Source: an optimization exercise on an open RTL-to-GDS flow (aim: small area, a short achievable clock period and few clock cycles). Production flows keep margins and buffers that such runs may drop.
Only simulation tests tie the RTL to the original design; equivalence was not proved.
Power is estimated from default activity; no workload was simulated.

### flow/run.sh
#!/bin/bash
# The standard layout, with a tighter setup target for timing repair
# (the constraints are unchanged) and the smallest buffer on the ports.
bash standard.sh SETUP_SLACK_MARGIN=6.8 "BUFFER_PORTS_ARGS=-buffer_cell sky130_fd_sc_hd__buf_1" finish > standard.log 2>&1
### standard.sh
#!/bin/bash
# synth_recipe.tcl (not shown) runs the flow's synth.tcl, then flattens the netlist and writes it again
# the make line also repeats each setting of config.mk as NAME=value (left out here)
make -C /OpenROAD-flow-scripts/flow DESIGN_CONFIG=/design/flow/config.mk WORK_HOME=/design/flow/orfs CLKGATE_MAP_FILE= SYNTH_SCRIPT=/design/flow/synth_recipe.tcl "${@:-finish}"
### config.mk
export PLATFORM = sky130hd
export DESIGN_NAME = ddp_core
export DESIGN_NICKNAME = ddp_core
export VERILOG_FILES = /design/flow/design.v
export SDC_FILE = /design/flow/constraint.sdc
export NUM_CORES = 4
export LEC_CHECK = 0
export CAP_MARGIN = 5
export CORE_MARGIN = 2
export CORE_UTILIZATION = 50
export PLACE_DENSITY = 0.65
export SLEW_MARGIN = 5
### constraint.sdc
create_clock -name core_clock -period 10.0 [get_ports {clk}]
set_input_delay 2.0000 -clock core_clock [delete_from_list [all_inputs] [get_ports {clk}]]
set_output_delay 2.0000 -clock core_clock [all_outputs]
set_load 0.01 [all_outputs]
### design.v
module ddp_divider (
    input  wire [29:0] rem,
    input  wire        bit_in,
    output wire [29:0] rem_next,
    output wire        fits
);
    localparam [30:0] NS_PER_SEC = 31'd1000000000;
    wire [30:0] rem_shift = {rem, bit_in};
    wire [31:0] rem_sub   = {1'b0, rem_shift} - {1'b0, NS_PER_SEC};
    assign fits     = !rem_sub[31];
    assign rem_next = fits ? rem_sub[29:0] : rem_shift[29:0];
endmodule
module ddp_add #(
    parameter W = 16
) (
    input  wire [W-1:0] a,
    input  wire [W-1:0] b,
    input  wire         ci,
    output wire [W-1:0] s,
    output wire         co
);
    localparam L = (W + 1 <=  2) ? 1 : (W + 1 <=  4) ? 2 : (W + 1 <=  8) ? 3 :
                   (W + 1 <= 16) ? 4 : (W + 1 <= 32) ? 5 : (W + 1 <= 64) ? 6 : 7;
    localparam N = W + 1;
    wire [N-1:0] g0 = {a & b, ci};
    wire [N-1:0] p0 = {a ^ b, 1'b0};
    genvar k, i;
    generate
        for (k = 0; k < L; k = k + 1) begin : lvl
            wire [N-1:0] gi, pi, go, po;
            if (k == 0) begin : first
                assign gi = g0;
                assign pi = p0;
            end else begin : next
                assign gi = lvl[k-1].go;
                assign pi = lvl[k-1].po;
            end
            for (i = 0; i < N; i = i + 1) begin : pos
                if ((i >> k) & 1) begin : comb
                    localparam integer J = ((i >> k) << k) - 1;
                    assign go[i] = gi[i] | (pi[i] & gi[J]);
                    assign po[i] = pi[i] & pi[J];
                end else begin : pass
                    assign go[i] = gi[i];
                    assign po[i] = pi[i];
                end
            end
        end
    endgenerate
    wire [N-1:0] c = lvl[L-1].go;
    assign s  = (a ^ b) ^ c[W-1:0];
    assign co = c[W];
endmodule
module ddp_hdr_codec (
    input  wire [108:0] ser_hdr,
    output wire [111:0] ser_bytes,    
    output wire [4:0]   ser_len,      
    input  wire [111:0] par_bytes,
    input  wire [15:0]  par_buflen,   
    output wire [108:0] par_hdr,      
    output wire [4:0]   par_len,      
    output wire         par_bad       
);
    wire       s_t      = ser_hdr[108];
    wire [7:0] s_flags  = {3'b010, ser_hdr[108:104]};
    assign ser_bytes = {s_flags, ser_hdr[103:32], s_t ? ser_hdr[31:0] : 32'd0};
    assign ser_len   = s_t ? 5'd14 : 5'd10;
    wire p_t = par_bytes[108];           
    assign par_len = p_t ? 5'd14 : 5'd10;
    assign par_bad = (par_buflen < 16'd10) || (p_t && par_buflen < 16'd14);
    assign par_hdr = {par_bytes[108:104],         
                      par_bytes[103:96],          
                      par_bytes[95:88],           
                      par_bytes[87:80],           
                      par_bytes[79:48],           
                      par_bytes[47:32],           
                      p_t ? par_bytes[31:0] : 32'd0};
endmodule
module ddp_len_lt #(
    parameter [15:0] K = 16'd10
) (
    input  wire [15:0] a,
    input  wire [15:0] b,
    output wire        lt
);
    localparam [15:0] C = 16'd1 - K;     
    wire [15:0] x = a;
    wire [15:0] y = ~b;
    wire [15:0] s = x ^ y ^ C;
    wire [15:0] c = (x & y) | (x & C) | (y & C);
    wire [15:0] g0 = {s[15:1] & c[14:0], 1'b0};
    wire [15:0] p0 = {s[15:1] ^ c[14:0], s[0]};
    wire [15:0] g1 = g0 | (p0 & {g0[14:0], 1'b0});
    wire [15:0] p1 = p0 & {p0[14:0], 1'b0};
    wire [15:0] g2 = g1 | (p1 & {g1[13:0], 2'b0});
    wire [15:0] p2 = p1 & {p1[13:0], 2'b0};
    wire [15:0] g3 = g2 | (p2 & {g2[11:0], 4'b0});
    wire [15:0] p3 = p2 & {p2[11:0], 4'b0};
    wire [15:0] g4 = g3 | (p3 & {g3[7:0], 8'b0});
    assign lt = !(c[15] & g4[15]);
endmodule
module ddp_core (
    input  wire         clk,
    input  wire         rst,           
    input  wire         cmd_valid,
    output wire         cmd_ready,
    input  wire [7:0]   cmd_op,
    input  wire [111:0] cmd_data,
    input  wire [15:0]  cmd_len,
    input  wire         cmd_txfail,    
    input  wire [63:0]  cmd_now_sec,   
    input  wire [29:0]  cmd_now_nanos,
    output reg          rsp_valid,
    output reg  [2:0]   rsp_status,
    output reg  [111:0] rsp_data,
    output reg  [15:0]  rsp_len,
    output reg          rsp_mism
);
    localparam [7:0] OP_FLAGS_ENC = 8'h10, OP_FLAGS_DEC = 8'h11,
                     OP_PF_ENC    = 8'h12, OP_PF_DEC    = 8'h13,
                     OP_HDR_SER   = 8'h14, OP_HDR_PARSE = 8'h15,
                     OP_PKT_PARSE = 8'h16,
                     OP_TX_CONFIG = 8'h20, OP_TX_SETDEST = 8'h21,
                     OP_TX_SETOFF = 8'h22, OP_TX_TCON    = 8'h23,
                     OP_TX_TCOFF  = 8'h24, OP_TX_WRITE   = 8'h25,
                     OP_TX_WRITEAT = 8'h26,
                     OP_TC_INSTANT = 8'h40, OP_TC_DELAY  = 8'h41;
    localparam [2:0] ST_OK = 3'd0, ST_MALFORMED = 3'd1, ST_TOO_LARGE = 3'd2,
                     ST_RESERVED = 3'd3, ST_TRANSPORT = 3'd4, ST_ILLEGAL = 3'd5;
    localparam [15:0] MAX_PAYLOAD   = 16'd1440;
    localparam [15:0] EPOCH_LO      = 16'h7E80;    
    reg [4:0]  hdr_flags;     
    reg [7:0]  hdr_seq;
    reg [7:0]  hdr_pf;
    reg [7:0]  hdr_dest;
    reg [31:0] hdr_offset;
    reg [15:0] hdr_length;
    reg [31:0] hdr_tc;
    reg        tc_busy;        
    reg        tc_carry;       
    reg        rdy;            
    assign cmd_ready = rdy;
    wire accept = cmd_valid && rdy;
    reg         s1_valid;
    reg [7:0]   s1_op;
    reg [109:0] s1_data;
    reg [15:0]  s1_len;
    reg         s1_fail;
    reg         s1_lt10, s1_lt14, s1_gt_max, s1_mism10, s1_mism14;
    wire        pkt_lt10, pkt_lt14;
    ddp_len_lt #(.K(10)) u_lt10 (.a(cmd_len), .b(cmd_data[47:32]), .lt(pkt_lt10));
    ddp_len_lt #(.K(14)) u_lt14 (.a(cmd_len), .b(cmd_data[47:32]), .lt(pkt_lt14));
    always @(posedge clk) begin
        s1_op   <= cmd_op;
        s1_data[63:0] <= cmd_data[63:0];
        if (cmd_op[6] && cmd_op[0])
            s1_data[109:64] <= {cmd_now_sec[15:0], cmd_now_nanos};
        else
            s1_data[109:64] <= {1'b0, cmd_data[108:64]};
        s1_len  <= cmd_len;
        s1_fail <= cmd_txfail;
        s1_lt10   <= cmd_len < 16'd10;
        s1_lt14   <= cmd_len < 16'd14;
        s1_gt_max <= cmd_len > MAX_PAYLOAD;
        s1_mism10 <= pkt_lt10;
        s1_mism14 <= pkt_lt14;
        if (rst)
            s1_valid <= 1'b0;
        else
            s1_valid <= accept;
    end
    wire [15:0] s1_now_sec   = s1_data[109:94];
    wire [29:0] s1_now_nanos = s1_data[93:64];
    wire op_tc = (s1_op == OP_TC_INSTANT) || (s1_op == OP_TC_DELAY);
    wire [7:0] seq_next = (hdr_seq == 8'd0)  ? 8'd0 :
                          (hdr_seq <= 8'd15) ? hdr_seq + 8'd1 : 8'd1;
    wire [31:0] wr_offset = (s1_op == OP_TX_WRITEAT) ? s1_data[31:0] : hdr_offset;
    wire [108:0] wr_hdr = {hdr_flags, seq_next, hdr_pf, hdr_dest,
                           wr_offset, s1_len, hdr_tc};
    wire [108:0] ser_in = (s1_op == OP_HDR_SER) ? s1_data[108:0] : wr_hdr;
    wire [111:0] ser_bytes;
    wire [4:0]   ser_len;
    wire [108:0] par_hdr;
    wire [4:0]   par_len;
    wire         par_bad;
    ddp_hdr_codec u_codec (
        .ser_hdr    (ser_in),
        .ser_bytes  (ser_bytes),
        .ser_len    (ser_len),
        .par_bytes  ({3'd0, s1_data[108:0]}),
        .par_buflen (s1_len),
        .par_hdr    (par_hdr),
        .par_len    (par_len),
        .par_bad    (par_bad)
    );
    wire        pkt_t        = s1_data[108];
    wire [15:0] pkt_declared = par_hdr[47:32];
    wire        pkt_mism     = pkt_t ? s1_mism14 : s1_mism10;
    wire [15:0] pkt_avail;        
    wire        pkt_avail_co;
    ddp_add #(.W(16)) u_avail (.a(s1_len), .b(pkt_t ? ~16'd14 : ~16'd10), .ci(1'b1),
                               .s(pkt_avail), .co(pkt_avail_co));
    wire [15:0] wr_len;           
    wire        wr_len_co;
    ddp_add #(.W(16)) u_wrlen (.a(s1_len), .b(hdr_flags[4] ? 16'd14 : 16'd10), .ci(1'b0),
                               .s(wr_len), .co(wr_len_co));
    wire [15:0] pkt_paylen   = !pkt_mism ? pkt_declared :
                               pkt_avail;
    wire [63:0] tc_dvd   = rsp_data[63:0];
    wire [29:0] tc_rem   = rsp_data[93:64];
    wire [6:0]  tc_cnt   = rsp_data[100:94];
    wire [15:0] tc_base  = rsp_len;
    wire [38:0] dly_lo;
    ddp_add #(.W(38)) u_dlylo (.a(s1_data[37:0]), .b({8'd0, s1_now_nanos}), .ci(1'b0),
                               .s(dly_lo[37:0]), .co(dly_lo[38]));
    wire [25:0] dly_hi1;                                   
    wire        dly_hi1_co;
    ddp_add #(.W(26)) u_dlyhi (.a(s1_data[63:38]), .b(26'd0), .ci(1'b1),
                               .s(dly_hi1), .co(dly_hi1_co));
    wire [25:0] dly_hi   = dly_lo[38] ? dly_hi1 : s1_data[63:38];
    wire        dly_neg  = s1_data[63] && !(dly_lo[38] && s1_data[62:38] == 25'h1FFFFFF);
    wire        dly_fast = (s1_data[63:38] == 26'd0) && (s1_data[37:30] != 8'hFF);
    wire        tc_bit = (tc_cnt > 7'd16) && tc_dvd[63];
    wire        tc_last = (tc_cnt == 7'd1);
    wire [29:0] tc_rem_next;
    wire        tc_fits;
    ddp_divider u_div (
        .rem      (tc_rem),
        .bit_in   (tc_bit),
        .rem_next (tc_rem_next),
        .fits     (tc_fits)
    );
    wire [15:0] tc_sec_init;
    wire        tc_sec_init_co;
    ddp_add #(.W(16)) u_secin (.a(s1_op[0] ? s1_now_sec : s1_data[15:0]), .b(EPOCH_LO), .ci(1'b0),
                               .s(tc_sec_init), .co(tc_sec_init_co));
    wire        tc_addq = (tc_cnt == 7'd2);
    wire [15:0] tc_sec;
    wire        tc_sec_co;
    ddp_add #(.W(16)) u_sec (.a(tc_base), .b(tc_carry ? tc_dvd[29:14] : 16'd0), .ci(1'b0),
                             .s(tc_sec), .co(tc_sec_co));
    always @(posedge clk) begin
        rsp_status <= ST_OK;
        rsp_data   <= 112'd0;
        rsp_len    <= 16'd0;
        rsp_mism   <= 1'b0;
        if (tc_busy) begin
            if (tc_last) begin
                rsp_data[31:0] <= {tc_base, tc_dvd[14:0], tc_fits};
            end else begin
                rsp_data[63:0]   <= {tc_dvd[62:0], tc_fits};
                rsp_data[93:64]  <= tc_rem_next;
                rsp_data[100:94] <= tc_cnt - 7'd1;
                rsp_len          <= tc_addq ? tc_sec : tc_base;
            end
        end else begin
            case (s1_op)
            OP_FLAGS_ENC: rsp_data[7:0] <= {3'b010, s1_data[4:0]};
            OP_FLAGS_DEC: rsp_data[4:0] <= s1_data[4:0];
            OP_PF_ENC:    rsp_data[7:0] <= s1_data[7:0];
            OP_PF_DEC:    rsp_data[7:0] <= s1_data[7:0];
            OP_HDR_SER: begin
                rsp_data <= ser_bytes;
                rsp_len  <= {11'd0, ser_len};
            end
            OP_HDR_PARSE, OP_PKT_PARSE: begin
                if (s1_lt10 || pkt_t && s1_lt14) begin
                    rsp_status     <= ST_MALFORMED;
                    rsp_data[15:0] <= s1_len;
                end else begin
                    rsp_data[108:0] <= par_hdr;
                    if (s1_op == OP_HDR_PARSE) begin
                        rsp_len <= {11'd0, par_len};
                    end else begin
                        rsp_len  <= pkt_paylen;
                        rsp_mism <= pkt_mism;
                    end
                end
            end
            OP_TX_CONFIG, OP_TX_SETOFF, OP_TX_TCON, OP_TX_TCOFF: ;
            OP_TX_SETDEST: begin
                if (s1_data[7:0] == 8'd0)
                    rsp_status <= ST_RESERVED;
            end
            OP_TX_WRITE, OP_TX_WRITEAT: begin
                if (s1_gt_max) begin
                    rsp_status     <= ST_TOO_LARGE;
                    rsp_data[15:0] <= s1_len;
                end else if (s1_fail) begin
                    rsp_status <= ST_TRANSPORT;
                end else begin
                    rsp_data <= ser_bytes;
                    rsp_len  <= wr_len;
                end
            end
            OP_TC_INSTANT: begin
                rsp_data[100:94] <= 7'd17;
                rsp_data[93:64]  <= {1'b0, s1_data[93:65]};
                rsp_data[63]     <= s1_data[64];
                rsp_len          <= tc_sec_init;
            end
            OP_TC_DELAY: begin
                rsp_len       <= tc_sec_init;
                if (dly_fast) begin
                    rsp_data[100:94] <= 7'd25;
                    rsp_data[93:64]  <= {1'b0, dly_lo[37:9]};
                    rsp_data[63:55]  <= dly_lo[8:0];
                end else begin
                    rsp_data[100:94] <= 7'd80;
                    rsp_data[93:64]  <= dly_neg ? 30'd999999999 : 30'd0;
                    rsp_data[63:0]   <= {dly_hi, dly_lo[37:0]};
                end
            end
            default: begin
                rsp_status    <= ST_ILLEGAL;
                rsp_data[7:0] <= s1_op;
            end
            endcase
        end
        if (rst) begin
            hdr_flags    <= 5'b00001;      
            hdr_seq      <= 8'd1;
            hdr_pf       <= 8'h0D;         
            hdr_dest     <= 8'd1;
            hdr_offset   <= 32'd0;
            hdr_length   <= 16'd0;
            hdr_tc       <= 32'd0;
            tc_busy      <= 1'b0;
            rdy          <= 1'b1;
            rsp_valid    <= 1'b0;
        end else begin
            rsp_valid <= s1_valid && !op_tc || tc_busy && tc_last;
            if (tc_busy && tc_last)
                tc_busy <= 1'b0;
            if (accept && (cmd_op == OP_TC_INSTANT || cmd_op == OP_TC_DELAY))
                rdy <= 1'b0;
            else if (tc_busy && tc_cnt == 7'd2)
                rdy <= 1'b1;
            if (s1_valid) begin
                case (s1_op)
                OP_TX_CONFIG: begin
                    hdr_flags  <= s1_data[108:104];
                    hdr_seq    <= s1_data[103:96];
                    hdr_pf     <= s1_data[95:88];
                    hdr_dest   <= s1_data[87:80];
                    hdr_offset <= s1_data[79:48];
                    hdr_length <= s1_data[47:32];
                    hdr_tc     <= s1_data[31:0];
                end
                OP_TX_SETDEST: begin
                    if (s1_data[7:0] != 8'd0)
                        hdr_dest <= s1_data[7:0];
                end
                OP_TX_SETOFF: hdr_offset <= s1_data[31:0];
                OP_TX_TCON: begin
                    hdr_flags[4] <= 1'b1;
                    hdr_tc       <= s1_data[31:0];
                end
                OP_TX_TCOFF: begin
                    hdr_flags[4] <= 1'b0;
                    hdr_tc       <= 32'd0;
                end
                OP_TX_WRITE, OP_TX_WRITEAT: begin
                    if (s1_op == OP_TX_WRITEAT)
                        hdr_offset <= s1_data[31:0];
                    if (!s1_gt_max) begin
                        hdr_seq    <= seq_next;
                        hdr_length <= s1_len;
                    end
                end
                OP_TC_INSTANT: begin
                    tc_busy  <= 1'b1;
                    tc_carry <= 1'b0;
                end
                OP_TC_DELAY: begin
                    tc_busy  <= 1'b1;
                    tc_carry <= 1'b1;
                end
                default: ;
                endcase
            end
        end
    end
endmodule
==> flow_metrics.py, run 1 <==
metrics = {
    "run_status": {
        "status": "finished clean",
    },
    "setup_path": {
        "startpoint_type": "flip-flop",
        "rr_startpoint": "s1_data[66]$_DFF_P_",
        "cp_data_required_time_ps": 10400,
        "r2r_slack_ps": 6760,
        "arrival_ps": 3640,
        "startpoint": "s1_data[66]$_DFF_P_",
        "reg2reg_depth": 12,
        "crit_type": "flip-flop to flip-flop",
        "crit_path_end_kind": "flip-flop",
        "critPathMaxFanout": 4,
        "timing.rr.end": "rsp_data[16]$_DFF_P_",
    },
    "route": {
        "drc_errors": 0,
        "antenna_left": 0,
        "drt-total-wl_mm": 81.47,
        "num_vias": 19820,
        "via_per_inst": 6.384,
        "drtIter0Drc": 2785,
        "first_pass_iters": 13,
        "wl_per_cell_um": 26.24,
    },
    "cells_and_area": {
        "nNetsFinal": 2895,
        "fin_area_um2": 23450,
        "area_growth_pct": 19.96,
        "drive_above_1_share": 0.1465,
        "diodes": 0,
    },
    "global_routing": {
        "grt_pass1_vias": 18450,
        "antenna_found_initial": 1,
        "gr-usage-met1": 0.5247,
        "grt_pass1_wl_mm": 116.8,
        "gr-total-overflow": 0,
        "use_met2": 0.5634,
        "busiest_layer": "met2",
        "met3_usage": 0.06641,
        "grt_max_degree": 78,
        "grt_usage": 0.3833,
    },
    "sta": {
        "worstMarginPinSlew_ps": 1345,
        "slew_viol_final": 0,
        "timing.fmax_ghz": 0.3088,
        "hold_viol": 0,
        "skew_ps": 25.30,
        "finalSetupViolCount": 0,
        "rsz0062_at_grt": "yes",
        "fin_tns_setup_ps": 0,
        "fin_crit_sh": 0.3238,
        "slew_headroom": 0.1002,
        "min_period_ps": 3238,
        "setup_slack_ps": 6762,
    },
    "floorplan": {
        "die_area_um2": 40690,
        "die_x_um": 201.7,
        "fp.dieH_um": 201.7,
        "rows": 72,
        "initial_core_util": 0.5058,
        "core_area_um2": 38650,
        "ios": 368,
    },
    "power": {
        "power_density_nw_per_um2": 150.3,
        "leakage_nw": 8.796,
        "peakVddDrop_mv": 0.1192,
    },
    "worst_hold_path": {
        "hp-class": "flip-flop to flip-flop",
        "hold_depth": 2,
        "hold_end": "rsp_data[71]$_DFF_P_",
        "hp-start": "rsp_data[70]$_DFF_P_",
    },
    "job": {
        "cap_violations": 0,
    },
    "logic_synthesis": {
        "yosys-top-cells-count": "dfxtp_1 (351), nand2_1 (244), a21oi_1 (187), nor2_1 (186), ha_1 (97)",
        "synth-seq-area-share": 0.3856,
        "dominantRegCellSynth": "dfxtp_1",
        "netlist.area_leader.share": 0.3595,
        "synthCells": 2255,
        "synth_seq_cells": 368,
        "synth.most_common_cell": "dfxtp_1",
        "syn_avg_cell_area_um2": 8.669,
        "async_flop_share": 0,
        "syn-cell-area_um2": 19550,
        "synth_cell_types": 95,
        "synth-edff-count": 17,
        "synth_top_area_cell": "dfxtp_1",
        "synthTopCellsByArea": "dfxtp_1 (36%), ha_1 (6.2%), a21oi_1 (4.8%), nand2_1 (4.7%), nor2_1 (3.6%)",
        "yosysWarnings": 1,
    },
    "placed_design": {
        "placed_cell_area_um2": 21150,
        "hpwl_mm": 58.48,
        "io_buffers": 314,
        "gp_congestion": 0.9947,
        "pre_cts_slack_ps": 6033,
    },
    "clock_tree": {
        "numCtsBuffers": 41,
        "cts_sinks": 368,
        "cts_buffer_depth": 3,
        "clk_pin_slew_worst_paths_ps": 60,
        "cts_root_buf": "clkbuf_16",
        "insertion_delay_ps": 580,
        "cts_tree": "yes",
        "htreeDepth": 2,
    },
}
## power breakdown
part	leakage, nW	switching [mW]	internal, mW
combinational	5.05	0.242	0.168
sequential	3.10	0.0968	1.52
clock	0.647	0.644	0.858
total	8.80	0.982	2.54
## logic make-up after synthesis
| family | after synthesis | synth area share |
|---|---|---|
| simple gates | 707 | 0.1724 |
| compound gates | 644 | 0.2213 |
| flops | 368 | 0.3856 |
| buf+inv | 223 | 0.04711 |
| fa+ha+maj | 106 | 0.07130 |
| xor+xnor | 104 | 0.04660 |
| mux | 102 | 0.05543 |
| other cells | 1 | 0.0001918 |
## worst max-delay path by stage
stage | endpoint | cells past startpoint
floorplan | s1_mism10$_DFF_P_ | 10
global placement | rsp_data[39]$_DFF_P_ | 9
detailed placement | rsp_data[53]$_DFF_P_ | 9
CTS | rsp_data[87]$_DFF_P_ | 14
global route | rsp_data[70]$_DFF_P_ | 12
finish | rsp_data[16]$_DFF_P_ | 12
## registers in the layout, indices dropped and copies added, names as in the netlist, 3 cells and up
signal	count
hdr_flags	5
rsp_len	16
hdr_offset	32
hdr_pf	8
hdr_seq	8
s1_len	16
rsp_data	110
s1_op	8
hdr_tc	32
hdr_dest	8
s1_data	110
rsp_status	3
## cells in the final DEF (no fill, tap or decap), types with 16 or more instances in the layout
cell       instances
a221oi_1          20
and2_1            30
a222oi_1          26
edfxtp_1          17
dfxtp_4           17
nand4_1           24
a211oi_1          23
dfxtp_2           37
a21o_1            20
buf_4             75
nand2_1          236
nand3_1           66
inv_1             74
xnor2_1           45
a21oi_1          181
o21ai_1           66
ha_1              83
buf_1            297
and3_1            16
mux2_2            50
dfxtp_1          297
nor3_1            29
nor2_1           181
a22oi_1           70
o221ai_1          32
a221o_1           21
mux2i_1           52
o21ai_0           47
clkbuf_16         44
o22ai_1           28
xor2_1            57
## per-stage QoR
step | std cells | power, mW | utilization | hold WS, ps
floorplan | 2256 | 1.817 | - | 431.3
global placement | 2972 | 1.981 | 0.5472 | 435.1
detailed placement | 2972 | 1.990 | 0.5472 | 437.4
CTS | 3067 | 3.474 | 0.5902 | 451.6
global route | 3105 | 3.621 | 0.6068 | 465.9
finish | 3105 | 3.525 | 0.6068 | 450.9
## per-layer routing
layer / up-vias / wire length [um]
met2: 1446 / 33840
met5: - / 13
met3: 270 / 10040
met4: 2 / 5716
met1: 9299 / 31860
li1: 8806 / -
## worst max-delay path, stage by stage, from the launching register on
cell and delay, ps:
dfxtp_2 400, ha_4 230, o211ai_1 280, o211ai_1 220, nand3_2 150, a21boi_2 90, and2_4 160, or2_2 310
fa_2 380, xnor2_2 250, nor2_1 100, a221oi_2 360, o22ai_1 130
## final cells by class
class	instances	area (um^2)
Tap cell	518	648.1
Fill cell	3440	15200
Multi-Input combinational cell	1669	11630
Clock inverter	17	142.6
Sequential cell	368	7647
Clock buffer	58	1182
Inverter	80	317.8
Timing Repair Buffer	395	1879
## what timing repair did
item / in CTS / in global routing
gates resized for setup: 66 / 89
pin swaps: 5 / 20
hold buffers: 0 / 0
gates cloned: 2 / 3
setup endpoints to repair: 140 / 130
setup buffers: 18 / 35
Testbench counts, summed over its fixed seeds: cycles 10,492.
==> run 2: changes to the inputs <==
--- a/config.mk
+++ b/config.mk
@@ -5,8 +5,8 @@
 export SDC_FILE = /design/flow/constraint.sdc
 export NUM_CORES = 4
 export LEC_CHECK = 0
-export CAP_MARGIN = 5
+export CAP_MARGIN = 10
 export CORE_MARGIN = 2
 export CORE_UTILIZATION = 50
 export PLACE_DENSITY = 0.65
-export SLEW_MARGIN = 5
+export SLEW_MARGIN = 10
==> run 2 against run 1 <==
Clock-buffer cell count unchanged. Via count is 0.49% higher. Sequential share of layout area about the same. Setup slack better by 13 ps. Critical path depth unchanged. Non-clock buffer count is 1 higher. Final cell count barely moved. Largest cell class unchanged. Highest routed layer unchanged.
==> flow_metrics.py, run 2 <==
metrics = {
    "route": {
        "drt-total-wl_mm": 81.48,
        "via_per_inst": 6.414,
        "drc_errors": 0,
        "drtIter0Drc": 2772,
        "num_vias": 19920,
        "first_pass_iters": 10,
        "antenna_left": 0,
        "wl_per_cell_um": 26.23,
    },
    "sta": {
        "hold_viol": 0,
        "skew_ps": 26.83,
        "fin_crit_sh": 0.3225,
        "min_period_ps": 3225,
        "timing.fmax_ghz": 0.3101,
        "slew_headroom": 0.2200,
        "slew_viol_final": 0,
        "fin_tns_setup_ps": 0,
        "hold_slack_ps": 448.8,
        "finalSetupViolCount": 0,
        "worstMarginPinSlew_ps": 1170,
        "rsz0062_at_grt": "yes",
    },
    "setup_path": {
        "cp_data_required_time_ps": 10400,
        "cp-endpoint": "rsp_data[16]$_DFF_P_",
        "reg2reg_depth": 12,
        "crit_type": "flip-flop to flip-flop",
        "startpoint_type": "flip-flop",
        "timing.rr.end": "rsp_data[16]$_DFF_P_",
        "critPathMaxFanout": 4,
        "r2r_slack_ps": 6780,
        "startpoint": "s1_data[66]$_DFF_P_",
        "arrival_ps": 3620,
        "rr_startpoint": "s1_data[66]$_DFF_P_",
        "crit_path_end_kind": "flip-flop",
    },
    "logic_synthesis": {
        "yosysWarnings": 1,
        "netlist.area_leader.share": 0.3595,
        "synthCells": 2255,
        "yosys.area_share.simple": 0.1724,
        "synth_cell_types": 95,
        "syn_avg_cell_area_um2": 8.669,
        "synth.most_common_cell": "dfxtp_1",
        "synth-seq-area-share": 0.3856,
        "synthMuxAreaShare": 0.05543,
        "synthTopCellsByArea": "dfxtp_1 (36%), ha_1 (6.2%), a21oi_1 (4.8%), nand2_1 (4.7%), nor2_1 (3.6%)",
        "synthXorXnorAreaFrac": 0.04660,
        "synth_top_area_cell": "dfxtp_1",
        "synth-compound-area-share": 0.2213,
        "syn-cell-area_um2": 19550,
        "async_flop_share": 0,
        "synth-edff-count": 17,
        "synth_seq_cells": 368,
        "yosys-top-cells-count": "dfxtp_1 (351), nand2_1 (244), a21oi_1 (187), nor2_1 (186), ha_1 (97)",
        "dominantRegCellSynth": "dfxtp_1",
        "synthAdderAreaFrac": 0.07131,
        "synth_top_family_by_area": "compound AO/OA/AOI/OAI gates",
    },
    "floorplan": {
        "fp.dieH_um": 201.7,
        "die_area_um2": 40690,
        "die_x_um": 201.7,
        "ios": 368,
        "rows": 72,
        "core_area_um2": 38650,
        "initial_core_util": 0.5058,
    },
    "power": {
        "p_total_mw": 3.523,
        "power_density_nw_per_um2": 150.2,
        "leakage_nw": 8.801,
        "peakVddDrop_mv": 0.1198,
    },
    "cells_and_area": {
        "drive_above_1_share": 0.1468,
        "top_regs": "rsp_data x110, s1_data x110",
        "nNetsFinal": 2896,
        "diodes": 0,
        "layout.cells.most_common_list": "dfxtp_1 (297), buf_1 (297), nand2_1 (236)",
        "fin_area_um2": 23460,
        "register_area_um2": 7647,
        "area_growth_pct": 20.00,
        "fillers": 3440,
        "multiInputGateArea_um2": 11630,
        "final_cells": 3106,
    },
    "job": {
        "cap_violations": 0,
    },
    "global_routing": {
        "gr-total-overflow": 0,
        "grt_usage": 0.3833,
        "grt_pass1_wl_mm": 116.8,
        "antenna_found_initial": 1,
        "grt_pass1_vias": 18450,
        "grt_max_degree": 78,
    },
    "clock_tree": {
        "clk_pin_slew_worst_paths_ps": 60,
        "cts_buffer_depth": 3,
        "htreeDepth": 2,
        "ctsHoldBuffers": 0,
        "insertion_delay_ps": 580,
        "cts_tree": "yes",
        "cts_sinks": 368,
        "numCtsBuffers": 41,
        "cts_root_buf": "clkbuf_16",
    },
    "placed_design": {
        "placed_cell_area_um2": 21150,
        "io_buffers": 314,
        "gp_congestion": 0.9947,
        "dp_cells": 2972,
        "hpwl_mm": 58.48,
    },
    "run_status": {
        "status": "finished clean",
    },
    "worst_hold_path": {
        "hp-class": "flip-flop to flip-flop",
    },
}
[run 2: layout make-up]
class                      instances  share of cell area
sequential                       368              0.3260
clock buffer                      58             0.05041
inverter                          80             0.01355
tap                              518             0.02763
timing repair buffer             396             0.08044
multi-input combinational       1669              0.4959
clock inverter                    17            0.006081
[run 2: cell families after synthesis]
logic type               Yosys count
AND/OR/NAND/NOR                  707
AO/OA/AOI/OAI                    644
flip-flops                       368
buffers and inverters            223
adder cells (fa/ha/maj)          106
XOR/XNOR                         104
multiplexers                     102
other                              1
[run 2: timing repair]
item,in CTS,in global routing
pin swaps,5,20
endpoints found under the setup margin,140,130
setup buffers,18,35
gates resized for setup,66,89
hold endpoints to repair,0,0
gates cloned,2,3
[run 2: critical path: stages (launching register included)]
cell and delay, ps:
dfxtp_2 400, ha_4 230, o211ai_1 280, o211ai_1 220
nand3_2 150, a21boi_2 90, and2_4 160, or2_2 310
fa_2 380, xnor2_2 250, nor2_1 100, a221oi_2 350
o22ai_1 130
[run 2: worst min-delay path by stage]
stage                            start                 endpoint  slack (ps)  cells after the start
3_3_place_gp      rsp_data[65]$_DFF_P_     rsp_data[66]$_DFF_P_         440                      2
4_1_cts        hdr_tc[25]$_SDFFE_PP0P_  hdr_tc[25]$_SDFFE_PP0P_         450                      2
2_1_floorplan   hdr_tc[2]$_SDFFE_PP0P_   hdr_tc[2]$_SDFFE_PP0P_         430                      2
6_report          rsp_data[70]$_DFF_P_     rsp_data[71]$_DFF_P_         450                      2
3_5_place_dp      rsp_data[66]$_DFF_P_     rsp_data[67]$_DFF_P_         440                      2
5_1_grt        hdr_tc[31]$_SDFFE_PP0P_  hdr_tc[31]$_SDFFE_PP0P_         470                      2
[run 2: stage by stage]
| stage | worst slack [ps] | util |
|---|---|---|
| floorplan | 6677 | - |
| global placement | 6085 | 0.5472 |
| detailed placement | 6033 | 0.5472 |
| CTS | 6690 | 0.5902 |
| global route | 6571 | 0.6070 |
| finish | 6775 | 0.6070 |
[run 2: power breakdown]
part	internal, mW	leakage (nW)	switching, mW
Combinational	0.168	5.05	0.242
Clock	0.858	0.647	0.641
Sequential	1.52	3.10	0.0969
Total	2.54	8.80	0.980
[run 2: per-layer routing]
metal,global-route usage,share of wire,vias up
li1,-,-,8818
met1,0.5247,0.39,9375
met2,0.5634,0.42,1445
met3,0.06641,0.12,281
met4,0.2329,0.069,2
met5,0,0.00016,-
==> run 3: changes to the inputs <==
--- a/config.mk
+++ b/config.mk
@@ -10,3 +10,4 @@
 export CORE_UTILIZATION = 50
 export PLACE_DENSITY = 0.65
 export SLEW_MARGIN = 10
+export TNS_END_PERCENT = 50
==> run 3 against run 2 <==
Synthesized cell count unchanged. Wire length is 1.1% lower. Worst hold slack got worse by 4.5 ps. Die area did not move. Clock power about the same. Maximum frequency fell by 1.1%. Utilization is 0.75 points lower. Non-clock buffer count down 21. Final area fell by 1.2%. Global-route usage is 0.27 points lower. Critical path type is now flip-flop to output port. Largest cell class unchanged.
==> flow_metrics.py, run 3 <==
metrics = {
    "logic_synthesis": {
        "syn-cell-area_um2": 19550,
        "synth_cell_types": 95,
        "synth.most_common_cell": "dfxtp_1",
        "dominantRegCellSynth": "dfxtp_1",
        "yosysWarnings": 1,
        "synthCells": 2255,
        "synth-edff-count": 17,
        "synth_top_area_cell": "dfxtp_1",
        "yosys-top-cells-count": "dfxtp_1 (351), nand2_1 (244), a21oi_1 (187), nor2_1 (186), ha_1 (97)",
        "netlist.area_leader.share": 0.3595,
        "synthTopCellsByArea": "dfxtp_1 (36%), ha_1 (6.2%), a21oi_1 (4.8%), nand2_1 (4.7%), nor2_1 (3.6%)",
        "synth-seq-area-share": 0.3856,
        "async_flop_share": 0,
        "syn_avg_cell_area_um2": 8.669,
        "synth_seq_cells": 368,
    },
    "clock_tree": {
        "htreeDepth": 2,
        "insertion_delay_ps": 570,
        "cts_tree": "yes",
        "cts_root_buf": "clkbuf_16",
        "ctsHoldBuffers": 0,
        "cts_sinks": 368,
        "cts_buffer_depth": 3,
        "clk_pin_slew_worst_paths_ps": 60,
        "numCtsBuffers": 41,
    },
    "worst_hold_path": {
        "hold_depth": 2,
        "hp-start": "rsp_data[70]$_DFF_P_",
        "hp-class": "flip-flop to flip-flop",
        "hold_end": "rsp_data[71]$_DFF_P_",
    },
    "global_routing": {
        "gr-total-overflow": 0,
        "grt_pass1_wl_mm": 116.3,
        "grt_usage": 0.3805,
        "grt_max_degree": 91,
        "antenna_found_initial": 2,
        "grt_pass1_vias": 18250,
    },
    "setup_path": {
        "cp_data_required_time_ps": 8000,
        "critPathMaxFanout": 4,
        "slowest_stage": "dfxtp_1",
        "arrival_ps": 1260,
        "worst-path-buf-inv": 1,
        "critPathTopFamily": "flip-flops",
        "rr_startpoint": "s1_data[10]$_DFF_P_",
        "timing.rr.end": "rsp_data[79]$_DFF_P_",
        "crit_path_max_incr_delay_ps": 440,
        "reg2reg_depth": 12,
        "crit_type": "flip-flop to output port",
        "worstPathCellList": "buf_1",
        "crit_path_end_kind": "output port",
        "r2r_slack_ps": 6790,
        "startpoint_type": "flip-flop",
    },
    "sta": {
        "worstMarginPinSlew_ps": 1300,
        "slew_headroom": 0.1299,
        "skew_ps": 24.20,
        "timing.fmax_ghz": 0.3067,
        "min_period_ps": 3260,
        "slew_viol_final": 0,
        "fin_crit_sh": 0.3260,
        "finalSetupViolCount": 0,
        "hold_viol": 0,
        "rsz0062_at_grt": "yes",
        "fin_tns_setup_ps": 0,
    },
    "cells_and_area": {
        "fin_util": 0.5994,
        "final_cells": 3077,
        "drive_above_1_share": 0.1243,
        "top_regs": "rsp_data x110, s1_data x110",
        "final_common_cell": "dfxtp_1",
        "layout.cells.most_common_list": "dfxtp_1 (316), buf_1 (308), nand2_1 (238)",
        "nNetsFinal": 2871,
        "fillers": 3536,
        "diodes": 0,
        "fin_area_um2": 23170,
        "area_growth_pct": 18.51,
    },
    "route": {
        "drtIter0Drc": 2558,
        "via_per_inst": 6.427,
        "wl_per_cell_um": 26.20,
        "drc_errors": 0,
        "drt-total-wl_mm": 80.61,
        "num_vias": 19780,
        "antenna_left": 0,
        "first_pass_iters": 8,
    },
    "placed_design": {
        "dp_cells": 2975,
        "io_buffers": 314,
        "hpwl_mm": 58.62,
        "placed_cell_area_um2": 21150,
        "gp_congestion": 0.9725,
    },
    "power": {
        "power_density_nw_per_um2": 152.5,
        "leakage_nw": 8.620,
        "p_total_mw": 3.533,
        "peakVddDrop_mv": 0.1210,
    },
    "floorplan": {
        "core_area_um2": 38650,
        "rows": 72,
        "die_area_um2": 40690,
        "fp.dieH_um": 201.7,
        "die_x_um": 201.7,
        "ios": 368,
        "initial_core_util": 0.5058,
    },
    "run_status": {
        "status": "finished clean",
    },
    "job": {
        "cap_violations": 0,
    },
}
-- run 3: per-stage QoR --
stage	hold slack (ps)	worst slack, ps
floorplan	431.3	6677
global placement	434.6	6083
detailed placement	441.5	5976
CTS	446.2	6743
global route	465.4	6709
finish	444.3	6740
-- run 3: where the power goes --
group / switching, mW / internal [mW] / total, mW
registers: 0.0983 / 1.52 / 1.61
logic: 0.240 / 0.161 / 0.401
clock network: 0.626 / 0.891 / 1.52
total: 0.965 / 2.57 / 3.53
-- run 3: kinds of logic after synthesis --
| kind of cell | synth area share |
|---|---|
| and+or+nand+nor | 0.1724 |
| adders and majority gates | 0.07130 |
| buffers and inverters | 0.04711 |
| xor gates and xnor gates | 0.04660 |
| other | 0.0001918 |
| AOI/OAI and AO/OA | 0.2213 |
| muxes | 0.05543 |
| DFF | 0.3856 |
-- run 3: worst max path at each step --
stage / startpoint / to / slack, ps / depth (start not counted)
final: rsp_data[100]$_DFF_P_ / rsp_data[100] / 6740 / 1
after floorplan: cmd_len[9] / s1_mism10$_DFF_P_ / 6680 / 10
after global placement: rsp_data[96]$_DFF_P_ / rsp_data[79]$_DFF_P_ / 6080 / 9
after detailed placement: rsp_data[96]$_DFF_P_ / rsp_data[79]$_DFF_P_ / 5980 / 9
after global routing: rsp_data[100]$_DFF_P_ / rsp_data[100] / 6710 / 1
after CTS: s1_op[6]$_DFF_P_ / rsp_data[53]$_DFF_P_ / 6740 / 7
-- run 3: timing repair --
action / in CTS / in global routing
pin swaps: 7 / 18
gates cloned: 0 / 1
setup buffers: 7 / 23
resized for setup: 62 / 56
setup endpoints to repair: 105 / 140
-- run 3: layout make-up --
| cell class | instances | area, um^2 | share of cell area |
|---|---|---|---|
| Clock buffer | 55 | 1119 | 0.04828 |
| Timing Repair Buffer | 375 | 1727 | 0.07453 |
| Tap cell | 518 | 648.1 | 0.02798 |
| Multi-Input combinational cell | 1665 | 11530 | 0.4979 |
| Sequential cell | 368 | 7616 | 0.3288 |
| Inverter | 80 | 317.8 | 0.01372 |
| Clock inverter | 16 | 205.2 | 0.008858 |
-- run 3: routing by layer --
layer | wire [um] | up-vias | part of all wire | global-route usage
met2 | 34210 | 1370 | 0.42 | 0.5627
li1 | - | 8754 | - | -
met4 | 5344 | 4 | 0.066 | 0.2209
met1 | 31310 | 9373 | 0.39 | 0.5138
met3 | 9664 | 275 | 0.12 | 0.07823
met5 | 80 | - | 0.00099 | 0.01071
-- run 3: tightest hold or removal path: stages, from the launching register on --
cell,delay (ps)
dfxtp_1,310
nand2_1,50
nand2_1,40
==> run 4: changes to the inputs <==
--- a/config.mk
+++ b/config.mk
@@ -8,6 +8,7 @@
 export CAP_MARGIN = 10
 export CORE_MARGIN = 2
 export CORE_UTILIZATION = 50
+export GPL_ROUTABILITY_DRIVEN = 0
 export PLACE_DENSITY = 0.65
 export SLEW_MARGIN = 10
 export TNS_END_PERCENT = 50
==> run 4 against run 3 <==
Still clean. Critical path depth stayed put. Register-to-register slack gained 20 ps. Global-route usage decreased by 1.2 points. Sequential power about the same. Sequential share of layout area decreased by 0.17 points. Flip-flop and latch count did not move. Via count decreased by 0.47%. Setup slack better by 5.3 ps. Utilization increased by 0.34 points. Final area up 0.57%. First-iteration DRC count grew 8.1%. Synthesized cell count is the same. Critical endpoint is now rsp_data[94]. Highest routed layer unchanged.
==> flow_metrics.py, run 4 <==
metrics = {
    "worst_hold_path": {
        "hp-class": "flip-flop to flip-flop",
    },
    "logic_synthesis": {
        "yosys-top-cells-count": "dfxtp_1 (351), nand2_1 (244), a21oi_1 (187), nor2_1 (186), ha_1 (97)",
        "synth_cell_types": 95,
        "synth-edff-count": 17,
        "async_flop_share": 0,
        "synthTopCellsByArea": "dfxtp_1 (36%), ha_1 (6.2%), a21oi_1 (4.8%), nand2_1 (4.7%), nor2_1 (3.6%)",
        "synth.most_common_cell": "dfxtp_1",
        "dominantRegCellSynth": "dfxtp_1",
        "syn_avg_cell_area_um2": 8.669,
        "netlist.area_leader.share": 0.3595,
        "synthCells": 2255,
        "synth-seq-area-share": 0.3856,
        "synth_top_area_cell": "dfxtp_1",
        "synth_seq_cells": 368,
        "yosysWarnings": 1,
        "syn-cell-area_um2": 19550,
    },
    "cells_and_area": {
        "fillers": 3460,
        "top_regs": "rsp_data x110, s1_data x110",
        "diodes": 0,
        "final_common_cell": "dfxtp_1",
        "nNetsFinal": 2875,
        "area_growth_pct": 19.19,
        "drive_above_1_share": 0.1274,
        "layout.cells.most_common_list": "dfxtp_1 (314), buf_1 (306), nand2_1 (238)",
    },
    "setup_path": {
        "r2r_slack_ps": 6810,
        "crit_type": "flip-flop to output port",
        "crit_path_max_incr_delay_ps": 410,
        "slowest_stage": "dfxtp_1",
        "critPathMaxFanout": 5,
        "crit_path_end_kind": "output port",
        "worst-path-buf-inv": 1,
        "startpoint_type": "flip-flop",
        "cp_data_required_time_ps": 8000,
        "critPathTopFamily": "flip-flops",
        "worstPathCellList": "buf_1",
        "arrival_ps": 1260,
    },
    "floorplan": {
        "die_area_um2": 40690,
        "rows": 72,
        "core_area_um2": 38650,
        "fp.dieH_um": 201.7,
        "ios": 368,
        "initial_core_util": 0.5058,
        "die_x_um": 201.7,
    },
    "power": {
        "switching_share": 0.2671,
        "internal_power_mw": 2.667,
        "leakage_nw": 8.728,
        "switchingPower_uw": 972.2,
        "peakVddDrop_mv": 0.1453,
        "p_comb_frac": 0.110,
        "p_clk_frac": 0.446,
        "power_density_nw_per_um2": 156.2,
        "p_seq_frac": 0.443,
    },
    "job": {
        "cap_violations": 0,
    },
    "placed_design": {
        "hpwl_mm": 56.97,
        "io_buffers": 314,
    },
    "clock_tree": {
        "htreeDepth": 2,
        "cts_root_buf": "clkbuf_16",
        "clk_pin_slew_worst_paths_ps": 60,
        "numCtsBuffers": 41,
        "insertion_delay_ps": 570,
        "cts_tree": "yes",
        "cts_buffer_depth": 3,
        "cts_sinks": 368,
    },
    "sta": {
        "worstMarginPinSlew_ps": 1399,
        "min_period_ps": 3255,
        "fin_crit_sh": 0.3255,
        "skew_ps": 14.92,
        "fin_tns_setup_ps": 0,
        "rsz0062_at_grt": "yes",
        "timing.fmax_ghz": 0.3072,
        "slew_viol_final": 0,
        "hold_viol": 0,
        "hold_slack_ps": 448.4,
        "finalSetupViolCount": 0,
        "slew_headroom": 0.06413,
    },
    "global_routing": {
        "busiest_layer": "met2",
        "antenna_found_initial": 2,
        "grt_pass1_vias": 18030,
        "grt_pass1_wl_mm": 113.1,
        "gr-total-overflow": 0,
        "gr-usage-met1": 0.4836,
        "use_met2": 0.5410,
        "met3_usage": 0.09702,
        "grt_max_degree": 78,
        "grt_usage": 0.3685,
    },
    "route": {
        "drc_errors": 0,
        "drtIter0Drc": 2764,
        "first_pass_iters": 7,
        "wl_per_cell_um": 25.51,
        "via_per_inst": 6.380,
        "drt-total-wl_mm": 78.69,
        "antenna_left": 0,
        "num_vias": 19680,
    },
    "run_status": {
        "status": "finished clean",
    },
}
[run 4: layer usage]
metal | up-vias | routed length [um]
met2 | 1434 | 32630
met1 | 9158 | 30130
met3 | 321 | 10290
li1 | 8766 | -
met4 | 4 | 5607
met5 | - | 26
[run 4: worst paths after layout]
kind	from	end	depth (start not counted)
worst max-delay path	rsp_data[94]$_DFF_P_	rsp_data[94]	1
worst min-delay path	rsp_data[69]$_DFF_P_	rsp_data[70]$_DFF_P_	2
worst max register to register	s1_op[3]$_DFF_P_	hdr_dest[4]$_SDFFE_PP0P_	6
worst min register to register	rsp_data[69]$_DFF_P_	rsp_data[70]$_DFF_P_	2
[run 4: logic make-up (layout without fill, tap and decap cells)]
family | after synthesis | after routing | synth area share
compound gates | 644 | 644 | 0.2213
xor+xnor | 104 | 104 | 0.04660
fa+ha+maj | 106 | 106 | 0.07130
buf+inv | 223 | 534 | 0.04711
flops | 368 | 368 | 0.3856
mux | 102 | 102 | 0.05543
other cells | 1 | 2 | 0.0001918
simple gates | 707 | 707 | 0.1724
[run 4: layout make-up]
type,count,area (um^2),share of cell area
inverter,80,317.8,0.01364
clock buffer,61,1274,0.05467
sequential,368,7621,0.3271
tap,518,648.1,0.02782
clock inverter,14,185.2,0.007948
multi-input combinational,1665,11510,0.4940
timing repair buffer,379,1743,0.07481
[run 4: power groups by stage]
stage	clock [mW]	sequential [mW]	combinational, mW
2_1_floorplan	0	1.58	0.232
3_3_place_gp	0	1.64	0.343
3_5_place_dp	0	1.64	0.352
4_1_cts	1.64	1.60	0.366
5_1_grt	1.69	1.61	0.426
6_report	1.62	1.61	0.402
[run 4: stage by stage]
step | cells | total power, mW | instance area [um^2] | utilization | setup WS, ps
3_5_place_dp | 2974 | 1.988 | 21140 | 0.5470 | 6118
3_3_place_gp | 2974 | 1.979 | 21140 | 0.5470 | 6177
5_1_grt | 3085 | 3.727 | 23300 | 0.6029 | 6734
4_1_cts | 3057 | 3.609 | 22830 | 0.5908 | 6710
2_1_floorplan | 2256 | 1.817 | 19650 | - | 6677
6_report | 3085 | 3.639 | 23300 | 0.6029 | 6745
[run 4: repair_timing]
item	CTS	global route
cloned	0	1
buffers inserted	8	27
pin swaps	6	18
endpoints found under the setup margin	114	98
hold buffers	0	0
endpoints found under the hold margin	0	0
gates resized for setup	57	55
==> run 5: changes to the inputs <==
--- a/config.mk
+++ b/config.mk
@@ -11,4 +11,3 @@
 export GPL_ROUTABILITY_DRIVEN = 0
 export PLACE_DENSITY = 0.65
 export SLEW_MARGIN = 10
-export TNS_END_PERCENT = 50
==> run 5 against run 4 <==
Maximum frequency is 1.7% higher. Final area about the same. Register-to-register slack gained 40 ps. First-iteration DRC count fell by 1.6%. Power shrank 2.0%. Global-route usage increased by 0.45 points. Critical path type unchanged. Largest power group is now sequential cells.
==> flow_metrics.py, run 5 <==
metrics = {
    "power": {
        "power_density_nw_per_um2": 153.1,
        "peakVddDrop_mv": 0.1237,
        "leakage_nw": 8.746,
    },
    "clock_tree": {
        "cts_root_buf": "clkbuf_16",
        "cts_sinks": 368,
        "cts_tree": "yes",
        "htreeDepth": 2,
        "numCtsBuffers": 40,
        "insertion_delay_ps": 590,
        "clk_pin_slew_worst_paths_ps": 70,
        "cts_buffer_depth": 3,
        "ctsHoldBuffers": 0,
    },
    "cells_and_area": {
        "layout.cells.most_common_list": "dfxtp_1 (300), buf_1 (300), nand2_1 (239)",
        "top_regs": "rsp_data x110, s1_data x110",
        "register_area_um2": 7639,
        "multiInputGateArea_um2": 11530,
        "final_cells": 3092,
        "area_growth_pct": 19.21,
        "fillers": 3420,
        "nNetsFinal": 2882,
        "drive_above_1_share": 0.1384,
    },
    "worst_hold_path": {
        "hp-class": "flip-flop to flip-flop",
    },
    "floorplan": {
        "die_area_um2": 40690,
        "fp.dieH_um": 201.7,
        "die_x_um": 201.7,
        "initial_core_util": 0.5058,
        "ios": 368,
        "core_area_um2": 38650,
        "rows": 72,
    },
    "sta": {
        "rsz0062_at_grt": "yes",
        "min_period_ps": 3201,
        "skew_ps": 23.18,
        "hold_viol": 0,
        "timing.fmax_ghz": 0.3124,
        "fin_tns_setup_ps": 0,
        "worstMarginPinSlew_ps": 1306,
        "slew_headroom": 0.1262,
        "fin_crit_sh": 0.3201,
        "slew_viol_final": 0,
        "finalSetupViolCount": 0,
    },
    "logic_synthesis": {
        "yosys.area_share.simple": 0.1724,
        "synth_top_area_cell": "dfxtp_1",
        "syn_avg_cell_area_um2": 8.669,
        "async_flop_share": 0,
        "synthXorXnorAreaFrac": 0.04660,
        "yosysWarnings": 1,
        "synth-seq-area-share": 0.3856,
        "synth_top_family_by_area": "compound AO/OA/AOI/OAI gates",
        "synthMuxAreaShare": 0.05543,
        "synthTopCellsByArea": "dfxtp_1 (36%), ha_1 (6.2%), a21oi_1 (4.8%), nand2_1 (4.7%), nor2_1 (3.6%)",
        "synth-edff-count": 17,
        "yosys-top-cells-count": "dfxtp_1 (351), nand2_1 (244), a21oi_1 (187), nor2_1 (186), ha_1 (97)",
        "synthCells": 2255,
        "synth_cell_types": 95,
        "dominantRegCellSynth": "dfxtp_1",
        "synth_seq_cells": 368,
        "syn-cell-area_um2": 19550,
        "synth.most_common_cell": "dfxtp_1",
        "netlist.area_leader.share": 0.3595,
        "synth-compound-area-share": 0.2213,
        "synthAdderAreaFrac": 0.07131,
    },
    "route": {
        "drc_errors": 0,
        "num_vias": 19780,
        "drtIter0Drc": 2719,
        "first_pass_iters": 9,
        "wl_per_cell_um": 25.55,
        "antenna_left": 0,
        "via_per_inst": 6.398,
        "drt-total-wl_mm": 78.99,
    },
    "setup_path": {
        "worstPathCellList": "clkbuf_2",
        "critPathMaxFanout": 3,
        "worst-path-buf-inv": 1,
        "arrival_ps": 1200,
        "startpoint_type": "flip-flop",
        "crit_path_end_kind": "output port",
        "crit_type": "flip-flop to output port",
        "slowest_stage": "edfxtp_1",
        "critPathTopFamily": "flip-flops",
        "crit_path_max_incr_delay_ps": 460,
        "cp_data_required_time_ps": 8000,
    },
    "global_routing": {
        "grt_max_degree": 99,
        "grt_usage": 0.3730,
        "grt_pass1_vias": 18200,
        "grt_pass1_wl_mm": 114.3,
        "gr-total-overflow": 0,
        "antenna_found_initial": 3,
    },
    "placed_design": {
        "hpwl_mm": 57.10,
        "io_buffers": 314,
        "dp_cells": 2975,
    },
    "run_status": {
        "status": "finished clean",
    },
    "job": {
        "cap_violations": 0,
    },
}
==> run 5: cell counts after synthesis <==
No cell type changed its count.
==> run 5: where the power goes <==
group          total [mW]  internal (mW)  switching (mW)
registers            1.61           1.52          0.0961
clock network        1.55          0.919           0.631
logic               0.406          0.163           0.242
==> run 5: final timing paths <==
check / end / startpoint / slack (ps) / depth (start not counted)
worst min register to register: rsp_data[71]$_DFF_P_ / rsp_data[70]$_DFF_P_ / 440 / 2
worst max-delay path: rsp_len[4] / rsp_len[4]$_DFFE_PP_ / 6800 / 1
worst min-delay path: rsp_data[71]$_DFF_P_ / rsp_data[70]$_DFF_P_ / 440 / 2
worst max register to register: rsp_data[39]$_DFF_P_ / s1_data[4]$_DFF_P_ / 6850 / 13
==> run 5: final cells by class <==
cell class                 instances  share of cell area
clock inverter                    17            0.008698
inverter                          80             0.01364
timing repair buffer             386             0.07716
antenna                            1           0.0001074
sequential                       368              0.3278
tap                              518             0.02781
multi-input combinational       1666              0.4948
clock buffer                      56             0.04994
==> run 5: kinds of logic (layout without fill, tap and decap cells) <==
logic type,after synthesis,count (layout)
simple gates,707,707
buf+inv,223,539
xor+xnor,104,104
compound gates,644,645
flops,368,368
other cells,1,3
fa+ha+maj,106,106
mux,102,102
==> run 5: repair_timing <==
item | CTS | global route
endpoints found under the hold margin | 0 | 0
buffers inserted | 18 | 22
gates cloned | 1 | 1
endpoints found under the setup margin | 129 | 102
pin swaps | 7 | 16
resized for setup | 84 | 56
==> run 5: metal layers <==
| metal | track usage | share of wire | wire [um] | up-vias |
|---|---|---|---|---|
| li1 | - | - | - | 8773 |
| met1 | 0.5003 | 0.38 | 30390 | 9343 |
| met2 | 0.5536 | 0.42 | 33400 | 1398 |
| met4 | 0.2101 | 0.065 | 5126 | 6 |
| met3 | 0.08487 | 0.13 | 10030 | 262 |
| met5 | 0 | 0.00046 | 36 | - |
==> run 5: per-stage QoR <==
step           setup WS, ps  instance area [um^2]    util  power (mW)  hold slack, ps
2_1_floorplan          6677                 19650       -       1.817           431.3
3_3_place_gp           6190                 21150  0.5472       1.980           435.9
3_5_place_dp           6189                 21150  0.5472       1.991           438.1
4_1_cts                6750                 22900  0.5926       3.536           447.1
5_1_grt                6691                 23300  0.6029       3.655           461.1
6_report               6799                 23300  0.6030       3.568           444.2
==> run 6: changes to the inputs <==
--- a/config.mk
+++ b/config.mk
@@ -7,7 +7,6 @@
 export LEC_CHECK = 0
 export CAP_MARGIN = 10
 export CORE_MARGIN = 2
-export CORE_UTILIZATION = 50
-export GPL_ROUTABILITY_DRIVEN = 0
-export PLACE_DENSITY = 0.65
+export CORE_UTILIZATION = 55
+export PLACE_DENSITY = 0.72
 export SLEW_MARGIN = 10
==> run 6 against run 5 <==
Sequential share of layout area fell by 0.12 points. Maximum frequency is 0.36% lower. Sequential power about the same. First-iteration DRC count is 6.9% lower. Clock skew fell by 8.9 ps. Clock power decreased by 6%. Non-clock buffer count up 10. Via count grew 1.7%. Setup slack got worse by 12 ps. Final area about the same. Die area fell by 8.9%. Critical endpoint is now rsp_len[14]$_DFFE_PP_. Critical path depth up 9.
==> flow_metrics.py, run 6 <==
metrics = {
    "clock_tree": {
        "htreeDepth": 2,
        "cts_sinks": 368,
        "ctsHoldBuffers": 0,
        "cts_buffer_depth": 3,
        "insertion_delay_ps": 570,
        "numCtsBuffers": 40,
        "clk_pin_slew_worst_paths_ps": 60,
        "cts_tree": "yes",
        "cts_root_buf": "clkbuf_16",
    },
    "logic_synthesis": {
        "syn-cell-area_um2": 19550,
        "async_flop_share": 0,
        "synth-edff-count": 17,
        "synth-seq-area-share": 0.3856,
        "syn_avg_cell_area_um2": 8.669,
        "yosys-top-cells-count": "dfxtp_1 (351), nand2_1 (244), a21oi_1 (187), nor2_1 (186), ha_1 (97)",
        "synthTopCellsByArea": "dfxtp_1 (36%), ha_1 (6.2%), a21oi_1 (4.8%), nand2_1 (4.7%), nor2_1 (3.6%)",
        "synth.most_common_cell": "dfxtp_1",
        "dominantRegCellSynth": "dfxtp_1",
        "synth_seq_cells": 368,
        "synth_top_area_cell": "dfxtp_1",
        "yosysWarnings": 1,
        "synthCells": 2255,
        "synth_cell_types": 95,
        "netlist.area_leader.share": 0.3595,
    },
    "global_routing": {
        "grt_usage": 0.4230,
        "antenna_found_initial": 3,
        "gr-total-overflow": 0,
        "grt_pass1_vias": 18170,
        "grt_max_degree": 99,
        "grt_pass1_wl_mm": 115.2,
    },
    "setup_path": {
        "critPathMaxFanout": 5,
        "r2r_slack_ps": 6790,
        "startpoint_type": "flip-flop",
        "reg2reg_depth": 10,
        "timing.rr.end": "rsp_len[14]$_DFFE_PP_",
        "crit_path_end_kind": "flip-flop",
        "crit_type": "flip-flop to flip-flop",
        "cp_data_required_time_ps": 10290,
        "rr_startpoint": "s1_len[2]$_DFF_P_",
        "arrival_ps": 3500,
    },
    "route": {
        "first_pass_iters": 9,
        "wl_per_cell_um": 26.78,
        "via_per_inst": 6.610,
        "drtIter0Drc": 2532,
        "antenna_left": 0,
        "drt-total-wl_mm": 81.51,
        "num_vias": 20120,
        "drc_errors": 0,
    },
    "cells_and_area": {
        "drive_above_1_share": 0.1384,
        "final_common_cell": "dfxtp_1",
        "register_area_um2": 7615,
        "fillers": 2987,
        "fin_util": 0.6603,
        "top_regs": "rsp_data x110, s1_data x110",
        "layout.cells.most_common_list": "dfxtp_1 (309), buf_1 (298), nand2_1 (236)",
        "nNetsFinal": 2893,
        "area_growth_pct": 19.27,
        "multiInputGateArea_um2": 11600,
    },
    "sta": {
        "fin_tns_setup_ps": 0,
        "slew_viol_final": 0,
        "setup_slack_ps": 6787,
        "fin_crit_sh": 0.3213,
        "hold_viol": 0,
        "rsz0062_at_grt": "yes",
        "skew_ps": 14.26,
        "min_period_ps": 3213,
        "hold_slack_ps": 450.1,
        "timing.fmax_ghz": 0.3112,
        "slew_headroom": 0.1956,
        "finalSetupViolCount": 0,
        "worstMarginPinSlew_ps": 1207,
    },
    "worst_hold_path": {
        "hold_end": "rsp_data[71]$_DFF_P_",
        "hp-start": "rsp_data[70]$_DFF_P_",
        "hold_depth": 2,
        "hp-class": "flip-flop to flip-flop",
    },
    "placed_design": {
        "hpwl_mm": 57.52,
        "io_buffers": 314,
        "pre_cts_slack_ps": 5883,
        "gp_congestion": 1.017,
    },
    "floorplan": {
        "die_x_um": 192.5,
        "rows": 69,
        "ios": 368,
        "initial_core_util": 0.5536,
        "core_area_um2": 35310,
        "die_area_um2": 37060,
        "fp.dieH_um": 192.5,
    },
    "job": {
        "cap_violations": 0,
    },
    "power": {
        "peakVddDrop_mv": 0.1677,
        "leakage_nw": 8.769,
        "power_density_nw_per_um2": 150.0,
    },
    "run_status": {
        "status": "finished clean",
    },
}
run 6: cell counts after synthesis:
No cell type changed its count.
run 6: cell families (layout without fill, tap and decap cells):
kind of cell	count (synthesis)	after routing	share of synthesized area
simple gates	707	708	0.1724
compound gates	644	645	0.2213
flops	368	368	0.3856
buf+inv	223	545	0.04711
fa+ha+maj	106	106	0.07130
xor+xnor	104	104	0.04660
mux	102	102	0.05543
other cells	1	5	0.0001918
run 6: where the power goes:
group / internal (mW) / total, mW / leakage, nW / switching, mW
combinational: 0.169 / 0.426 / 5.07 / 0.257
clock: 0.843 / 1.46 / 0.606 / 0.622
sequential: 1.52 / 1.61 / 3.10 / 0.0901
run 6: what timing repair did:
action	in CTS	in global routing
gates cloned	1	1
pin swaps	9	23
endpoints found under the setup margin	129	123
gates resized for setup	65	71
buffers inserted	19	31
run 6: worst max-delay path by stage:
stage / slack (ps) / endpoint / start
2_1_floorplan: 6680 / s1_mism10$_DFF_P_ / cmd_len[9]
3_3_place_gp: 5980 / rsp_data[79]$_DFF_P_ / rsp_data[97]$_DFF_P_
3_5_place_dp: 5880 / rsp_data[79]$_DFF_P_ / rsp_data[96]$_DFF_P_
4_1_cts: 6700 / rsp_data[52]$_DFF_P_ / s1_data[31]$_DFF_P_
5_1_grt: 6700 / rsp_data[9]$_DFF_P_ / s1_op[4]$_DFF_P_
6_report: 6790 / rsp_len[14]$_DFFE_PP_ / s1_len[2]$_DFF_P_
run 6: per-stage QoR:
stage | instances | power (mW) | cell area, um^2
after floorplan | 2256 | 1.817 | 19650
after global placement | 2918 | 1.983 | 21100
after detailed placement | 2918 | 1.993 | 21100
after CTS | 3007 | 3.453 | 22750
after global routing | 3041 | 3.576 | 23310
final | 3044 | 3.498 | 23310
run 6: cell type report:
type                    count  area share
clock buffers              56     0.04857
well taps                 461     0.02474
diodes                      3   0.0003220
repair buffers            396     0.08275
flip-flops and latches    368      0.3266
clock inverters            13    0.005796
inverters                  80     0.01363
multi-input cells        1667      0.4976
run 6: layer usage:
layer / wire (um) / up-vias / track usage
met2: 35030 / 1478 / 0.6374
met1: 31280 / 9570 / 0.5595
met5: 27 / - / 0
met4: 5017 / 4 / 0.2311
met3: 10150 / 283 / 0.09984
li1: - / 8786 / -
run 6: worst max-delay path, stage by stage (launching register included):
cell and delay [ps]:
dfxtp_1 460, inv_1 150, fa_1 170, inv_1 100, a2111oi_4 450, nand3b_1 260
or3_1 460, xor2_1 150, a211oi_1 100, a221oi_1 450, o32ai_1 170
==> run 7: changes to the inputs <==
==> flow/run.sh (replaced) <==
#!/bin/bash
# The standard layout, with a tighter setup target for timing repair
# (the constraints are unchanged) and the smallest buffer on the ports.
bash standard.sh SETUP_SLACK_MARGIN=6.9 "BUFFER_PORTS_ARGS=-buffer_cell sky130_fd_sc_hd__buf_1" finish > standard.log 2>&1
--- a/config.mk
+++ b/config.mk
@@ -7,6 +7,6 @@
 export LEC_CHECK = 0
 export CAP_MARGIN = 10
 export CORE_MARGIN = 2
-export CORE_UTILIZATION = 55
-export PLACE_DENSITY = 0.72
+export CORE_UTILIZATION = 50
+export PLACE_DENSITY = 0.65
 export SLEW_MARGIN = 10
==> run 7 against run 6 <==
Clock power increased by 6%. Die area rose by 9.8%. Synthesized cell count is the same. Largest power group unchanged. Critical endpoint is now rsp_len[0].
==> flow_metrics.py, run 7 <==
metrics = {
    "run_status": {
        "status": "finished clean",
    },
    "setup_path": {
        "crit_path_max_incr_delay_ps": 460,
        "r2r_slack_ps": 6940,
        "cp_data_required_time_ps": 8000,
        "crit_cells": 1,
        "crit_type": "flip-flop to output port",
        "slowest_stage": "edfxtp_1",
        "rr_startpoint": "rsp_len[0]$_DFFE_PP_",
        "startpoint_type": "flip-flop",
        "timing.rr.end": "rsp_len[15]$_DFFE_PP_",
        "arrival_ps": 1200,
        "reg2reg_depth": 12,
        "worstPathCellList": "clkbuf_2",
        "critPathTopFamily": "flip-flops",
        "worst-path-buf-inv": 1,
        "crit_path_end_kind": "output port",
        "cp-endpoint": "rsp_len[0]",
    },
    "power": {
        "switching_share": 0.2727,
        "power_density_nw_per_um2": 148.4,
        "p_total_mw": 3.596,
        "p_clk_frac": 0.431,
        "leakage_nw": 9.421,
    },
    "placed_design": {
        "dp_cells": 2976,
        "hpwl_mm": 59.71,
        "io_buffers": 314,
        "gp_congestion": 0.9683,
    },
    "logic_synthesis": {
        "synthTopCellsByArea": "dfxtp_1 (36%), ha_1 (6.2%), a21oi_1 (4.8%), nand2_1 (4.7%), nor2_1 (3.6%)",
        "dominantRegCellSynth": "dfxtp_1",
        "synth_cell_types": 95,
        "synth-seq-area-share": 0.3856,
        "yosysWarnings": 1,
        "synth-edff-count": 17,
        "syn-cell-area_um2": 19550,
        "netlist.area_leader.share": 0.3595,
        "async_flop_share": 0,
    },
    "clock_tree": {
        "cts_buffer_depth": 3,
        "clk_pin_slew_worst_paths_ps": 70,
        "ctsHoldBuffers": 0,
        "cts_root_buf": "clkbuf_16",
        "cts_sinks": 368,
        "insertion_delay_ps": 570,
        "cts_tree": "yes",
        "htreeDepth": 2,
    },
    "route": {
        "antenna_left": 0,
        "num_vias": 20000,
        "wl_per_cell_um": 26.45,
        "first_pass_iters": 6,
        "drc_errors": 0,
        "drt-total-wl_mm": 82.90,
    },
    "global_routing": {
        "grt_max_degree": 99,
        "grt_pass1_wl_mm": 118.4,
        "antenna_found_initial": 5,
    },
    "cells_and_area": {
        "final_cells": 3134,
        "layout.cells.most_common_list": "dfxtp_1 (243), nand2_1 (237), buf_1 (202)",
        "final_common_cell": "dfxtp_1",
        "area_growth_pct": 23.94,
        "drive_above_1_share": 0.2245,
        "top_regs": "rsp_data x110, s1_data x110",
    },
    "worst_hold_path": {
        "hold_depth": 2,
        "hp-class": "flip-flop to flip-flop",
    },
    "sta": {
        "slew_viol_final": 0,
        "hold_viol": 0,
        "finalSetupViolCount": 0,
        "fin_tns_setup_ps": 0,
        "rsz0062_at_grt": "yes",
        "worstMarginPinSlew_ps": 1222,
        "min_period_ps": 3203,
    },
    "job": {
        "cap_violations": 0,
    },
    "floorplan": {
        "core_area_um2": 38650,
        "die_x_um": 201.7,
        "fp.dieH_um": 201.7,
    },
}
==> run 7: cell counts after synthesis <==
No cell type changed its count.
==> run 7: routing by layer <==
metal  wire (um)  vias to the layer above  GRT usage
met5          37                        -          0
met4        5139                        6     0.2253
met3        9300                      276    0.08066
met2       35690                     1272     0.5856
met1       32730                     9584     0.5166
li1            -                     8862          -
==> run 7: repair_timing <==
action	in CTS	in global routing
hold endpoints to repair	0	0
setup buffers	39	43
gates resized for setup	244	132
pin swaps	17	34
gates cloned	1	2
setup endpoints to repair	231	139
==> run 7: area by class of cell <==
cell class / instances / area (um^2)
Fill cell: 3425 / 14420
Multi-Input combinational cell: 1667 / 11840
Sequential cell: 368 / 7770
Timing Repair Buffer: 428 / 2290
Clock buffer: 56 / 1164
Tap cell: 518 / 648.1
Inverter: 80 / 317.8
Clock inverter: 16 / 200.2
Antenna cell: 1 / 2.502
==> run 7: metrics by stage <==
step                setup slack, ps  instance area [um^2]    util
detailed placement             6034                 21170  0.5478
CTS                            6799                 23400  0.6056
global placement               6031                 21170  0.5478
global route                   6768                 24230  0.6269
finish                         6797                 24230  0.6269
floorplan                      6677                 19650       -
==> run 7: how the worst min path moves through the flow <==
stage / from / endpoint / slack [ps]
after detailed placement: rsp_data[69]$_DFF_P_ / rsp_data[70]$_DFF_P_ / 440
after floorplan: hdr_tc[2]$_SDFFE_PP0P_ / hdr_tc[2]$_SDFFE_PP0P_ / 430
after global routing: hdr_tc[28]$_SDFFE_PP0P_ / hdr_tc[28]$_SDFFE_PP0P_ / 460
final: rsp_data[65]$_DFF_P_ / rsp_data[66]$_DFF_P_ / 450
after global placement: rsp_data[65]$_DFF_P_ / rsp_data[66]$_DFF_P_ / 440
after CTS: rsp_data[69]$_DFF_P_ / rsp_data[70]$_DFF_P_ / 450
==> run 7: worst register-to-register path, delay by kind of cell (launching register included) <==
| family | cells | cell delay, ps |
|---|---|---|
| AO/OA/AOI/OAI | 6 | 1290 |
| AND/OR/NAND/NOR | 3 | 670 |
| flip-flops | 1 | 460 |
| buffers and inverters | 2 | 290 |
| adder cells (fa/ha/maj) | 1 | 210 |
==> run 7: cell families (layout without fill, tap and decap cells) <==
logic type | count (synthesis) | count (layout) | share of synthesized area
AND/OR/NAND/NOR | 707 | 709 | 0.1724
XOR/XNOR | 104 | 104 | 0.04660
adder cells (fa/ha/maj) | 106 | 106 | 0.07130
other | 1 | 3 | 0.0001918
flip-flops | 368 | 368 | 0.3856
buffers and inverters | 223 | 580 | 0.04711
multiplexers | 102 | 102 | 0.05543
AO/OA/AOI/OAI | 644 | 644 | 0.2213
==> run 7: power groups by stage <==
stage,clock [mW],combinational (mW),sequential [mW]
final,1.55,0.441,1.61
after global routing,1.62,0.467,1.60
after CTS,1.56,0.385,1.60
after detailed placement,0,0.356,1.64
after global placement,0,0.348,1.64
after floorplan,0,0.232,1.58
